Source: an optimization exercise on an open RTL-to-GDS flow (aim: small area and a short achievable clock period). Production flows keep margins and buffers that such runs may drop. At most, simulation tests tie the RTL to the original design; equivalence was not proved. No functional check of the RTL was part of runs 1 and 2. Power and IR drop assume default switching activity.

### standard.sh
#!/bin/bash
# synth_recipe.tcl (not shown) runs the flow's synth.tcl, then flattens the netlist and writes it again
# the make line also repeats each setting of config.mk as NAME=value (left out here)
make -C /OpenROAD-flow-scripts/flow DESIGN_CONFIG=/design/flow/config.mk WORK_HOME=/design/flow/orfs CLKGATE_MAP_FILE= SYNTH_SCRIPT=/design/flow/synth_recipe.tcl "${@:-finish}"
### constraint.sdc
create_clock -name core_clock -period 17.0 [get_ports {clk}]
set_input_delay 3.4000 -clock core_clock [delete_from_list [all_inputs] [get_ports {clk}]]
set_output_delay 3.4000 -clock core_clock [all_outputs]
set_load 0.01 [all_outputs]
### flow/margin.txt
12.4
### flow/run.sh
#!/bin/bash
# Standard ORFS layout, with timing repair aiming for extra setup slack so the
# optimizer works on the real critical paths (the clock and SDC are unchanged).
set -euo pipefail
MARGIN=$(cat flow/margin.txt)
sed "s/\"\${@:-finish}\"/SETUP_SLACK_MARGIN=${MARGIN} \"\${@:-finish}\"/" standard.sh > standard_margin.sh
grep -q "SETUP_SLACK_MARGIN=${MARGIN}" standard_margin.sh
bash standard_margin.sh synth > synth.log 2>&1
bash standard_margin.sh finish > layout.log 2>&1
test -f out/final.def
### design.v
module fp32_add (
    input  wire        clk,
    input  wire        rst,         
    input  wire        in_valid,
    input  wire [31:0] a,
    input  wire [31:0] b,
    output reg         out_valid,
    output reg  [31:0] y
);
    reg v0, v1, v2, v3;
    always @(posedge clk) begin
        if (rst) begin
            v0 <= 1'b0; v1 <= 1'b0; v2 <= 1'b0; v3 <= 1'b0;
            out_valid <= 1'b0;
        end else begin
            v0 <= in_valid; v1 <= v0; v2 <= v1; v3 <= v2;
            out_valid <= v3;
        end
    end
    reg [31:0] a0, b0;
    always @(posedge clk) begin
        a0 <= a;
        b0 <= b;
    end
    wire [7:0]  ea = a0[30:23];
    wire [7:0]  eb = b0[30:23];
    wire        a_max = &ea;
    wire        b_max = &eb;
    wire        a_fz  = ~|a0[22:0];
    wire        b_fz  = ~|b0[22:0];
    wire        a_nan = a_max & ~a_fz;
    wire        special = a_max | b_max;
    wire        inf_inf_opp = a_max & b_max & a_fz & b_fz & (a0[31] ^ b0[31]);
    wire        b_larger = {b0[30:0], a0[31]} > {a0[30:0], 1'b0};
    wire        swap = b_larger & ~a_nan;
    wire [31:0] big = swap ? b0 : a0;
    wire [31:0] sml = swap ? a0 : b0;
    wire [7:0]  xa = {ea[7:1], ea[0] | ~|ea};
    wire [7:0]  xb = {eb[7:1], eb[0] | ~|eb};
    wire [8:0]  d_ab = {1'b0, xa} - {1'b0, xb};
    wire [7:0]  d_ba = xb - xa;
    wire [7:0]  d    = d_ab[8] ? d_ba : d_ab[7:0];
    wire [4:0]  d_sat = d[4:0] | {5{|d[7:5]}};
    reg  [7:0]  r1_e;       
    reg  [22:0] r1_f;       
    reg         r1_s;       
    reg  [23:0] r1_m;       
    reg  [4:0]  r1_d;
    reg         r1_sub;
    always @(posedge clk) begin
        r1_e   <= big[30:23];
        r1_f   <= big[22:0] | {inf_inf_opp, 22'd0};
        r1_s   <= big[31] & ~inf_inf_opp;
        r1_m   <= {|sml[30:23], sml[22:0]} & {24{~special}};
        r1_d   <= d_sat;
        r1_sub <= a0[31] ^ b0[31];
    end
    wire [7:0]  x_big = {r1_e[7:1], r1_e[0] | ~|r1_e};
    wire [26:0] m_big = {|r1_e, r1_f, 3'b000};
    wire [26:0] m_sml = {r1_m, 3'b000};
    reg  [26:0] v;
    reg         st;
    always @* begin
        v  = m_sml;
        st = 1'b0;
        if (r1_d[4]) begin st = st | (|v[15:0]); v = v >> 16; end
        if (r1_d[3]) begin st = st | (|v[7:0]);  v = v >> 8;  end
        if (r1_d[2]) begin st = st | (|v[3:0]);  v = v >> 4;  end
        if (r1_d[1]) begin st = st | (|v[1:0]);  v = v >> 2;  end
        if (r1_d[0]) begin st = st | v[0];       v = v >> 1;  end
    end
    wire [26:0] m_al = {v[26:1], v[0] | st};
    wire [28:0] s_ext = {1'b0, m_big, 1'b1} + {{1'b0, m_al} ^ {28{r1_sub}}, r1_sub};
    reg  [27:0] r2_sum;
    reg  [7:0]  r2_x1;      
    reg         r2_s;
    always @(posedge clk) begin
        r2_sum <= s_ext[28:1];
        r2_x1  <= x_big + 8'd1;
        r2_s   <= r1_s;
    end
    wire [28:0] mk_sh  = 29'h10000000 >> r2_x1[4:0];
    wire [27:0] marker = (r2_x1 <= 8'd28) ? mk_sh[27:0] : 28'd0;
    wire [27:0] lzin   = r2_sum | marker;
    function [4:0] lzc28;
        input [27:0] v;
        integer i;
        reg found;
        begin
            lzc28 = 5'd0;
            found = 1'b0;
            for (i = 27; i >= 0; i = i - 1) begin
                if (!found && v[i]) begin
                    lzc28 = 5'd27 - i[4:0];
                    found = 1'b1;
                end
            end
        end
    endfunction
    wire [4:0]  n     = lzc28(lzin);
    wire [27:0] norm  = r2_sum << n;
    wire [7:0]  e_pre = r2_x1 - {3'd0, n};
    wire        ovf   = r2_sum[27] & (&r2_x1);
    reg  [7:0]  r3_e;
    reg         r3_h;
    reg  [22:0] r3_f;
    reg         r3_g, r3_t;
    reg         r3_s;
    always @(posedge clk) begin
        r3_e <= e_pre;
        r3_h <= norm[27];
        r3_f <= norm[26:4] & {23{~ovf}};
        r3_g <= norm[3] & ~ovf;
        r3_t <= |norm[2:0];
        r3_s <= r2_s;
    end
    wire        inc = r3_g & (r3_f[0] | r3_t);
    wire [30:0] rounded = {r3_e & {8{r3_h}}, r3_f} + {30'd0, inc};
    always @(posedge clk)
        y <= {r3_s, rounded};
endmodule
### config.mk
export PLATFORM = sky130hd
export DESIGN_NAME = fp32_add
export DESIGN_NICKNAME = fp32_add
export VERILOG_FILES = /design/flow/design.v
export SDC_FILE = /design/flow/constraint.sdc
export NUM_CORES = 4
export LEC_CHECK = 0
export CAP_MARGIN = 20
export CORE_MARGIN = 2
export CORE_UTILIZATION = 40
export SLEW_MARGIN = 20
==> impl_metrics.tcl, run 1 <==
set metrics [dict create \
    post_synth_inst_count 1476 \
    core_area_sq_um 32500 \
    area_growth_syn_to_layout_pct 19.4 \
    grt_start_max_net_pins 88 \
    dpl_worst_slack_ns 11.88 \
    setup_repair_after_global_routing_missed_its_margin "yes" \
    timing.critical_path.arrival_ns 1.12 \
    detail-route-antenna-nets 0 \
    timing.clock.skew_ns 0.0386 \
    end_kind "output pin" \
    initial_core_util 0.405 \
    grt_antenna_before_repair 0 \
    clock_sink_count 235 \
    cp_max_fo 1 \
    gp_congestion 0.958 \
    fin_ws_ns 12.48 \
    drv.max_cap_violation_count 0 \
    synth_largest_type_area_fraction 0.358 \
    max-slew-margin-rel 0.349 \
    gr-total-overflow 0 \
    row_count 66 \
    yosys-top-cells-area "dfxtp_1, mux2i_1, ha_1" \
    slew_violations 0 \
    detail_route.vias_per_cell 5.47 \
    diodes 0 \
    path_type_of_the_worst_min_delay_path "flop to flop" \
    postSynthAreaPerCell_sq_um 8.91 \
    synth_top_cell_by_area "dfxtp_1" \
    drtIter0Drc 572 \
    timing.critical_path.cells "dlygate4sd2_1" \
    first_global_vias 10500 \
    timing_worst_setup_path_type "flop to output pin" \
    netlist-cell-type-count 87 \
    clock_tree_from_tritoncts "built" \
    synthesized_area_fraction_occupied_by_ao_oa_aoi_and_oai_cells 0.175 \
    final_layout_size_suffix_gt1_frac 0.0864 \
    ir_worst_vdd_mv 0.0779 \
    design.die.area_sq_um 34400 \
    asr_flop_ratio_synth 0 \
    place.detailed.instances 1968 \
    cts-root-to-sink-buffers 3 \
    critical_path.slowest_cell "dfxtp_1" \
    timing.critical_path.max_delay_family "flip-flops" \
    synth_commonest_cells "dfxtp_1, mux2i_1, nand2_1" \
    synth_top_family_by_area "compound AO/OA/AOI/OAI gates" \
    clkSlewWorstSetupHoldPaths_ns 0.06 \
    synth_seq_area_share 0.358 \
    tightest_slew_ns 0.976 \
    yosysMostFrequentCell "dfxtp_1" \
    mappedNetlistArea_sq_um 13200 \
    track_usage 0.208 \
    port_buffer_count 99 \
    drcViolationCount 0 \
    boundary_pins 100 \
    placement.cell_area_sq_um 14500 \
    cts_buffers 26 \
    syn_nets 1618 \
    final_period_utilization 0.266 \
    final.setup.tns_ns 0 \
    synth_mux_area_frac 0.119 \
    final-hold-violation-count 0 \
    die_width_um 185 \
    avgRoutedWirePerCell_um 17.8 \
    crit_path_start_kind "flop" \
    sequential_cell_area_sq_um 4720 \
    yosys_register_bits 235 \
    first_pass_iters 5 \
    postLayoutCellArea_sq_um 15700 \
    drt-total-wl_um 36000 \
    nFillCells 3142 \
    multi_input_comb_area_sq_um 8030 \
    cellPowerDensity_nw_per_um2 157 \
    ys.warnings.count 1 \
    chipHeight_um 185 \
    finalCoreUtilization 0.484 \
    vias 11100 \
    critPathBufInv 1 \
    first_pass_grt_wire_length_um 56500 \
    yosys.area_share.simple 0.167 \
    synth_ff_type "dfxtp_1" \
    worstPathRequired_ns 13.60 \
    finalNonFillerCells 2027 \
    critPathMaxStageDelay_ns 0.31 \
    run_status "no timing/DRC/antenna violations" \
    layout_min_cycle_time_ns 4.52 \
    fmax_mhz 221 \
    timing.final.setup_violations 0 \
    h-tree-depth 1 \
    cts-root-buf "clkbuf_16" \
    detailedPlacementHpwl_um 28200 \
    synthXorXnorAreaFrac 0.0666 \
    post_synth_fa_ha_maj_area_fraction 0.0731 \
    power_leakage_uw 0.00663 \
    synth_enable_flop_cells 0 \
    finalNetCount 1707 \
    clk_latency_ns 0.56 \
]
## power by group
part	total [uW]	switching (uW)	leakage (uW)	internal, uW
Sequential	876	170	0.00198	706
Clock	617	232	0.000468	384
Combinational	977	532	0.00419	445
## cells in the final DEF, fill, tap and decap left out, drive strengths merged, types with 40 or more instances in the layout
cell,synthesis,layout
a21oi,58,58
clkdlybuf4s50,0,66
dfxtp,235,235
ha,72,72
inv,70,70
mux2i,133,133
nand2,121,121
nand3,40,40
nor2,95,95
o21ai,95,95
xnor2,70,70
## metrics by stage
step	hold WS (ns)	total power, uW
after floorplan	0.310	1530
after global placement	0.315	1870
after detailed placement	0.323	1860
after CTS	0.346	2460
after global routing	0.348	2630
final	0.340	2470
## layout make-up
type	instances	share of cell area
clock buffer	33	0.0469
clock inverter	15	0.0147
inverter	72	0.0177
multi-input combinational	1108	0.511
sequential	235	0.300
tap	442	0.0352
timing repair buffer	122	0.0737
## logic make-up (layout without fill, tap and decap cells)
group	after synthesis	in the layout
AND/OR/NAND/NOR	440	441
AO/OA/AOI/OAI	342	342
flip-flops	235	235
multiplexers	150	150
buffers and inverters	134	242
XOR/XNOR	100	100
adder cells (fa/ha/maj)	75	75
## per-layer routing
layer / routed length (um) / vias to the layer above / track usage
li1: - / 5511 / -
met1: 15300 / 5055 / 0.257
met2: 17100 / 412 / 0.357
met3: 1840 / 105 / 0.0240
met4: 1890 / 0 / 0.101
met5: 0 / - / 0
## registers in the layout, summed over array words and instances (netlist names), 23 cells and up
register and count:
r1_m 24, y 32, r1_f 23, r2_sum 28, r3_f 23, b0 32
a0 32
## final timing paths
path / startpoint / depth (start not counted) / slack [ns] / to
hold / removal: r3_s / 0 / 0.34 / y[31]
hold reg to reg: r3_s / 0 / 0.34 / y[31]
setup reg to reg: r2_x1[4] / 12 / 12.60 / r3_f[11]
setup / recovery: y[31] / 1 / 12.48 / y[31]
## what timing repair did
item	CTS	global route
hold buffers	0	0
setup endpoints to repair	62	39
gates resized for setup	39	40
setup buffers	0	10
cloned	0	1
==> run 2, diff against run 1 <==
==> run.sh (new file) <==
#!/bin/bash
# synth_recipe.tcl (not shown) runs the flow's synth.tcl, then flattens the netlist and writes it again
# the make line also repeats each setting of config.mk as NAME=value (left out here)
make -C /OpenROAD-flow-scripts/flow DESIGN_CONFIG=/design/flow/config.mk WORK_HOME=/design/flow/orfs CLKGATE_MAP_FILE= SYNTH_SCRIPT=/design/flow/synth_recipe.tcl finish
removed: flow/run.sh
removed: flow/margin.txt
removed: standard.sh
==> impl_metrics.tcl, run 2 <==
set metrics [dict create \
    run_status "no timing/DRC/antenna violations" \
    yosys_register_bits 235 \
    grt_start_max_net_pins 88 \
    cp_max_fo 41 \
    detail-route-antenna-nets 0 \
    cts-root-to-sink-buffers 3 \
    track_usage 0.208 \
    timing.critical_path.arrival_ns 5.66 \
    clock_tree_from_tritoncts "built" \
    grt_antenna_before_repair 0 \
    dpl_worst_slack_ns 11.88 \
    crit_start "r2_x1[1]" \
    synth_seq_area_share 0.358 \
    ir_worst_vdd_mv 0.0779 \
    initial_core_util 0.405 \
    yosysMostFrequentCell "dfxtp_1" \
    final_layout_size_suffix_gt1_frac 0.0667 \
    synth_largest_type_area_fraction 0.358 \
    crit_path_start_kind "flop" \
    diodes 0 \
    mappedNetlistArea_sq_um 13200 \
    min-delay-start "r3_s" \
    path_type_of_the_worst_min_delay_path "flop to flop" \
    timing.critical_path.cells "xor2_1 -> a311oi_1 -> nand2b_1 -> nor4_1 -> a21boi_0 -> a2111oi_2 -> a21oi_4 -> buf_4 -> ha_1 -> inv_1 -> fa_1 -> a21o_1 -> a21oi_1 -> nor2b_1 -> nor3_1 -> xor2_1" \
    boundary_pins 100 \
    placement.cell_area_sq_um 14500 \
    drtIter0Drc 597 \
    setup.reg_to_reg.worst_slack_ns 11.79 \
    drcViolationCount 0 \
    post_synth_inst_count 1476 \
    fin_ws_ns 11.79 \
    max-slew-margin-rel 0.344 \
    postCtsHoldBufs 0 \
    min_to "y[31]" \
    synth_enable_flop_cells 0 \
    chipHeight_um 185 \
    cts-root-buf "clkbuf_16" \
    cts_resized 0 \
    worstPathRequired_ns 17.45 \
    slew_violations 0 \
    finalCoreUtilization 0.478 \
    first_global_vias 10500 \
    p_sw_frac 0.375 \
    grt_use_met2 0.357 \
    clk_latency_ns 0.56 \
    clock_sink_count 235 \
    drv.max_cap_violation_count 0 \
    detail_route.vias_per_cell 5.45 \
    setup_repair_after_global_routing_missed_its_margin "no" \
    vias 11000 \
    asr_flop_ratio_synth 0 \
    timing.clock.skew_ns 0.0389 \
    port_buffer_count 99 \
    gr-max-usage-layer "met2" \
    area_growth_syn_to_layout_pct 17.9 \
    p_switching_uw 927 \
    timing.reg2reg.worst_path_depth 16 \
    h-tree-depth 1 \
    final_common_cell "dfxtp_1" \
    detailedPlacementHpwl_um 28200 \
    power.combinational.fraction 0.398 \
    final-hold-violation-count 0 \
    synth_top_cell_by_area "dfxtp_1" \
    row_count 66 \
    final.setup.tns_ns 0 \
    met1_usage 0.257 \
    first_pass_iters 5 \
    layout_min_cycle_time_ns 5.21 \
    ys.warnings.count 1 \
    fmax_mhz 192 \
    core_area_sq_um 32500 \
    worst_hold_path.num_cells 0 \
    tightest_slew_ns 0.982 \
    cts_buffers 26 \
    clkSlewWorstSetupHoldPaths_ns 0.06 \
    yosys-top-cells-area "dfxtp_1, mux2i_1, ha_1" \
    synth_ff_type "dfxtp_1" \
    design.die.area_sq_um 34400 \
    postLayoutCellArea_sq_um 15500 \
    critPathMostFrequentCell "xor2_1" \
    finalNetCount 1696 \
    end_kind "flop" \
    cellPowerDensity_nw_per_um2 159 \
    power.share.clock 0.249 \
    p_int_uw 1550 \
    critical_path.slowest_cell "dfxtp_1" \
    avgRoutedWirePerCell_um 17.8 \
    timing_worst_setup_path_type "flop to flop" \
    postSynthAreaPerCell_sq_um 8.91 \
    synth_commonest_cells "dfxtp_1, mux2i_1, nand2_1" \
    netlist-cell-type-count 87 \
    final_period_utilization 0.306 \
    critPathMaxStageDelay_ns 0.96 \
    timing.final.setup_violations 0 \
    gp_congestion 0.958 \
    power_leakage_uw 0.00650 \
    post_cts_buffers 0 \
    largestRegisters "a0: 32 flops, b0: 32 flops, y: 32 flops" \
    r2r-end "r3_e[6]" \
    layout.cells.most_common_list "dfxtp_1, mux2i_1, nand2_1, clkdlybuf4s50_1, nor2_1" \
    first_pass_grt_wire_length_um 56400 \
    share_seq_of_total_power 0.353 \
    gr-total-overflow 0 \
    drt-total-wl_um 35900 \
    grtUsageMet3 0.0232 \
    syn_nets 1618 \
    die_width_um 185 \
    regToRegStartpoint "r2_x1[1]" \
]
-- run 2: cell types whose count changed in the layout (fill, tap and decap cells not counted), moves of 3 or more --
cell             previous run  this run
clkdlybuf4s50_1            66        99
dfxtp_2                     3         0
nor4_1                     23        27
dlygate4sd2_1              33         0
buf_4                      19        13
nor4_2                      5         2
dfxtp_4                     3         0
dfxtp_1                   229       235
-- run 2: through the flow --
| step | power (uW) | std cells | hold WS [ns] |
|---|---|---|---|
| after floorplan | 1530 | 1476 | 0.310 |
| after global placement | 1870 | 1968 | 0.315 |
| after detailed placement | 1860 | 1968 | 0.323 |
| after CTS | 2480 | 2016 | 0.346 |
| after global routing | 2630 | 2016 | 0.348 |
| final | 2470 | 2016 | 0.340 |
-- run 2: kinds of logic (layout without fill, tap and decap cells) --
family / after synthesis / in the layout / share of synthesized area
buffers and inverters: 134 / 232 / 0.0417
AOI/OAI and AO/OA: 342 / 342 / 0.175
xor gates and xnor gates: 100 / 100 / 0.0666
and+or+nand+nor: 440 / 440 / 0.167
adders and majority gates: 75 / 75 / 0.0731
DFF: 235 / 235 / 0.358
muxes: 150 / 150 / 0.119
-- run 2: worst max-delay path: cells and delay by family, from the launching register on --
family / cells / cell delay [ns]
and+or+nand+nor: 4 / 1.04
DFF: 1 / 0.96
adders and majority gates: 2 / 0.64
buffers and inverters: 2 / 0.54
xor gates and xnor gates: 2 / 0.42
AOI/OAI and AO/OA: 6 / 1.48
-- run 2: power by group through the flow --
stage | sequential, uW | clock [uW] | combinational (uW)
2_1_floorplan | 820 | 0 | 713
3_3_place_gp | 883 | 0 | 983
3_5_place_dp | 883 | 0 | 974
4_1_cts | 870 | 633 | 980
5_1_grt | 887 | 655 | 1090
6_report | 873 | 616 | 985
-- run 2: worst max-delay path by stage --
stage              end  cells after the start
3_5_place_dp   r3_e[6]                     16
3_3_place_gp   r3_e[6]                     16
5_1_grt        r3_e[6]                     16
6_report       r3_e[6]                     16
4_1_cts        r3_e[6]                     16
2_1_floorplan  r3_e[6]                     18
-- run 2: cell type report --
cell class	instances	area, sq um
Multi-Input combinational cell	1107	7930
Sequential cell	235	4700
Inverter	72	270
Timing Repair Buffer	112	1090
Fill cell	3136	16900
Clock inverter	15	230
Clock buffer	33	737
Tap cell	442	553
-- run 2: routing by layer --
metal | share of wire | vias to the layer above | wire, um
met5 | 0 | - | 0
met4 | 0.053 | 0 | 1910
met3 | 0.049 | 98 | 1740
met2 | 0.47 | 387 | 16800
met1 | 0.43 | 5012 | 15400
li1 | - | 5488 | -
==> run 3, diff against run 2 <==
--- a/design.v
+++ b/design.v
@@ -39,5 +39,5 @@
     wire [7:0]  xb = {eb[7:1], eb[0] | ~|eb};
-    wire [8:0]  d_ab = {1'b0, xa} - {1'b0, xb};
+    wire [7:0]  d_ab = xa - xb;
     wire [7:0]  d_ba = xb - xa;
-    wire [7:0]  d    = d_ab[8] ? d_ba : d_ab[7:0];
+    wire [7:0]  d    = swap ? d_ba : d_ab;
     wire [4:0]  d_sat = d[4:0] | {5{|d[7:5]}};
@@ -74,3 +74,3 @@
     reg  [27:0] r2_sum;
-    reg  [7:0]  r2_x1;      
+    reg  [7:0]  r2_x;
     reg         r2_s;
@@ -78,7 +78,6 @@
         r2_sum <= s_ext[28:1];
-        r2_x1  <= x_big + 8'd1;
+        r2_x   <= x_big;
         r2_s   <= r1_s;
     end
-    wire [28:0] mk_sh  = 29'h10000000 >> r2_x1[4:0];
-    wire [27:0] marker = (r2_x1 <= 8'd28) ? mk_sh[27:0] : 28'd0;
+    wire [27:0] marker = (r2_x <= 8'd27) ? (28'h8000000 >> r2_x[4:0]) : 28'd0;
     wire [27:0] lzin   = r2_sum | marker;
@@ -100,9 +99,9 @@
     wire [4:0]  n     = lzc28(lzin);
+    wire        zero  = ~|lzin;
     wire [27:0] norm  = r2_sum << n;
-    wire [7:0]  e_pre = r2_x1 - {3'd0, n};
-    wire        ovf   = r2_sum[27] & (&r2_x1);
+    wire [7:0]  e_pre = zero ? 8'd0 : (r2_x - {3'd0, n} + {7'd0, norm[27]});
+    wire        ovf   = r2_sum[27] & (r2_x == 8'd254);
     reg  [7:0]  r3_e;
-    reg         r3_h;
     reg  [22:0] r3_f;
-    reg         r3_g, r3_t;
+    reg         r3_l, r3_g, r3_t;
     reg         r3_s;
@@ -110,4 +109,4 @@
         r3_e <= e_pre;
-        r3_h <= norm[27];
         r3_f <= norm[26:4] & {23{~ovf}};
+        r3_l <= norm[4] & ~ovf;
         r3_g <= norm[3] & ~ovf;
@@ -116,4 +115,4 @@
     end
-    wire        inc = r3_g & (r3_f[0] | r3_t);
-    wire [30:0] rounded = {r3_e & {8{r3_h}}, r3_f} + {30'd0, inc};
+    wire        inc = r3_g & (r3_l | r3_t);
+    wire [30:0] rounded = {r3_e, r3_f} + {30'd0, inc};
     always @(posedge clk)
==> impl_metrics.tcl, run 3 <==
set metrics [dict create \
    run_status "no timing/DRC/antenna violations" \
    boundary_pins 100 \
    yosys.area_share.simple 0.174 \
    layout.cells.most_common_list "dfxtp_1, nor2_1, nand2_1, mux2i_1, clkdlybuf4s50_1" \
    post_cts_buffers 0 \
    finalNetCount 1742 \
    gp_congestion 0.903 \
    core_area_sq_um 33400 \
    final-hold-violation-count 0 \
    mappedNetlistArea_sq_um 13500 \
    holdWs_ns 0.328 \
    clk_latency_ns 0.56 \
    port_buffer_count 99 \
    critical_path_depth 24 \
    final_period_utilization 0.341 \
    synth_largest_type_area_fraction 0.348 \
    initial_core_util 0.404 \
    cts_resized 0 \
    synth_commonest_cells "dfxtp_1, nor2_1, nand2_1" \
    netlist-cell-type-count 93 \
    grt_antenna_before_repair 0 \
    postSynthAreaPerCell_sq_um 8.81 \
    final_layout_size_suffix_gt1_frac 0.0775 \
    crit_path_start_kind "flop" \
    synth_ff_type "dfxtp_1" \
    final_common_cell "dfxtp_1" \
    cts-root-buf "clkbuf_16" \
    synth_mux_area_frac 0.115 \
    timing.critical_path.arrival_ns 6.23 \
    first_global_vias 11000 \
    cp_max_fo 21 \
    cellPowerDensity_nw_per_um2 158 \
    yosys_register_bits 234 \
    fmax_mhz 173 \
    yosys-top-cells-area "dfxtp_1, mux2i_1, ha_1" \
    clock_tree_from_tritoncts "built" \
    timing.clock.skew_ns 0.0237 \
    cts_buffers 27 \
    postLayoutCellArea_sq_um 15700 \
    track_usage 0.200 \
    critPathMaxStageDelay_ns 0.51 \
    ir_worst_vdd_mv 0.0889 \
    final.setup.tns_ns 0 \
    critPathBufInv 4 \
    drt-total-wl_um 35400 \
    critical_path.slowest_cell "a211oi_1" \
    drcViolationCount 0 \
    synth_top_family_by_area "compound AO/OA/AOI/OAI gates" \
    vias 11200 \
    detail_route.vias_per_cell 5.44 \
    first_pass_grt_wire_length_um 57700 \
    design.die.area_sq_um 35200 \
    tightest_slew_ns 0.906 \
    synth_top_cell_by_area "dfxtp_1" \
    clkSlewWorstSetupHoldPaths_ns 0.06 \
    sequential_cell_area_sq_um 4680 \
    die_width_um 187 \
    timing.critical_path.cells "inv_1 -> ha_1 -> and3b_1 -> a211oi_1 -> nand4_1 -> or2_2 -> a31oi_1 -> buf_4 -> inv_1 -> nor2_1 -> nand2_1 -> o21ai_1 -> a211oi_2 -> ha_1 -> inv_1 -> ha_1 -> a21o_1 -> a21o_1 -> a21o_1 -> a21oi_1 -> o21bai_1 -> a21oi_1 -> xnor2_1 -> nor2_1" \
    end_kind "flop" \
    avgRoutedWirePerCell_um 17.2 \
    diodes 0 \
    postCtsHoldBufs 0 \
    grt_start_max_net_pins 66 \
    row_count 67 \
    synthXorXnorAreaFrac 0.0572 \
    path_type_of_the_worst_min_delay_path "flop to flop" \
    detail-route-antenna-nets 0 \
    placement.cell_area_sq_um 14800 \
    nFillCells 3317 \
    worst_hold_path.num_cells 0 \
    gr-total-overflow 0 \
    drtIter0Drc 578 \
    asr_flop_ratio_synth 0 \
    max-slew-margin-rel 0.395 \
    syn_nets 1678 \
    power_uw 2480 \
    synth_enable_flop_cells 0 \
    first_pass_iters 6 \
    synth_seq_area_share 0.348 \
    setup_repair_after_global_routing_missed_its_margin "no" \
    slew_violations 0 \
    multi_input_comb_area_sq_um 8160 \
    cts-root-to-sink-buffers 3 \
    timing.reg2reg.worst_path_depth 24 \
    synthesized_area_fraction_occupied_by_ao_oa_aoi_and_oai_cells 0.179 \
    timing_worst_setup_path_type "flop to flop" \
    ys.warnings.count 1 \
    detailedPlacementHpwl_um 27600 \
    area_growth_syn_to_layout_pct 16.6 \
    timing.critical_path.max_delay_family "compound AO/OA/AOI/OAI gates" \
    chipHeight_um 187 \
    drv.max_cap_violation_count 0 \
    clock_sink_count 234 \
    timing.final.setup_violations 0 \
    power_leakage_uw 0.00646 \
    layout_min_cycle_time_ns 5.80 \
    h-tree-depth 1 \
    worstPathRequired_ns 17.43 \
    yosysMostFrequentCell "dfxtp_1" \
    post_synth_inst_count 1528 \
    largestRegisters "a0: 32 flops, b0: 32 flops, y: 32 flops" \
    post_synth_fa_ha_maj_area_fraction 0.0788 \
]
==> run 3: through the flow <==
step / std cells / setup WS [ns] / util
after floorplan: 1528 / 12.25 / -
after global placement: 2011 / 11.29 / 0.443
after detailed placement: 2011 / 11.27 / 0.443
after CTS: 2060 / 11.23 / 0.471
after global routing: 2060 / 10.77 / 0.471
final: 2060 / 11.20 / 0.471
==> run 3: worst register-to-register path: cells and delay by family, from the launching register on <==
kind	cells	cell delay [ns]
adder cells (fa/ha/maj)	3	0.86
flip-flops	1	0.33
buffers and inverters	4	0.72
AO/OA/AOI/OAI	10	2.03
XOR/XNOR	1	0.13
AND/OR/NAND/NOR	6	1.60
==> run 3: path summary, 6_finish.rpt <==
kind                               from      end  slack [ns]
worst min register to register     r2_s     r3_s        0.33
worst max-delay path            r2_x[6]  r3_e[7]       11.20
worst max register to register  r2_x[6]  r3_e[7]       11.20
worst min-delay path               r2_s     r3_s        0.33
==> run 3: logic make-up after synthesis <==
group                      Yosys count
AOI/OAI and AO/OA                  352
xor gates and xnor gates            88
DFF                                234
and+or+nand+nor                    479
adders and majority gates           83
muxes                              143
buffers and inverters              149
==> run 3: cell type report <==
cell class / instances / area share
clock buffers: 35 / 0.0475
clock inverters: 14 / 0.0118
inverters: 71 / 0.0170
multi-input cells: 1145 / 0.520
flip-flops and latches: 234 / 0.298
well taps: 448 / 0.0357
repair buffers: 113 / 0.0698
==> run 3: metal layers <==
metal | vias up | wire length [um] | GRT usage
met1 | 5156 | 15600 | 0.252
met2 | 327 | 16600 | 0.346
met5 | - | 0 | 0
met3 | 96 | 1620 | 0.0244
met4 | 0 | 1540 | 0.0827
li1 | 5634 | - | -
==> run 3: report_power, final <==
group / switching (uW) / internal, uW
combinational: 528 / 479
clock: 235 / 359
sequential: 172 / 702

==> port drivers added, routing unchanged <==
The flow's constraints put no driver on any port. The routed layouts listed below were extracted and timed again, unchanged, in two steps.
Step 1 assumes that a clkbuf_16 drives the clock port and a buf_2 every other input.
Step 2 also shifts input and output timing later by t, the mid clock arrival at the registers, as if the neighbouring blocks saw the same clock.
a / b / c = ideal ports / drivers / drivers and shift; a / b = the first two.
| run | shift t [ns] | setup WS [ns] | latest minus earliest clock arrival (ns) |
|---|---|---|---|
| run 1 | 0.589 | 12.477 / 12.425 / 12.604 | 0.039 / 0.039 |
| run 2 | 0.587 | 11.792 / 11.792 / 11.792 | 0.039 / 0.039 |
| run 3 | 0.599 | 11.203 / 11.203 / 11.203 | 0.025 / 0.025 |
After both steps every run listed still meets setup and hold.
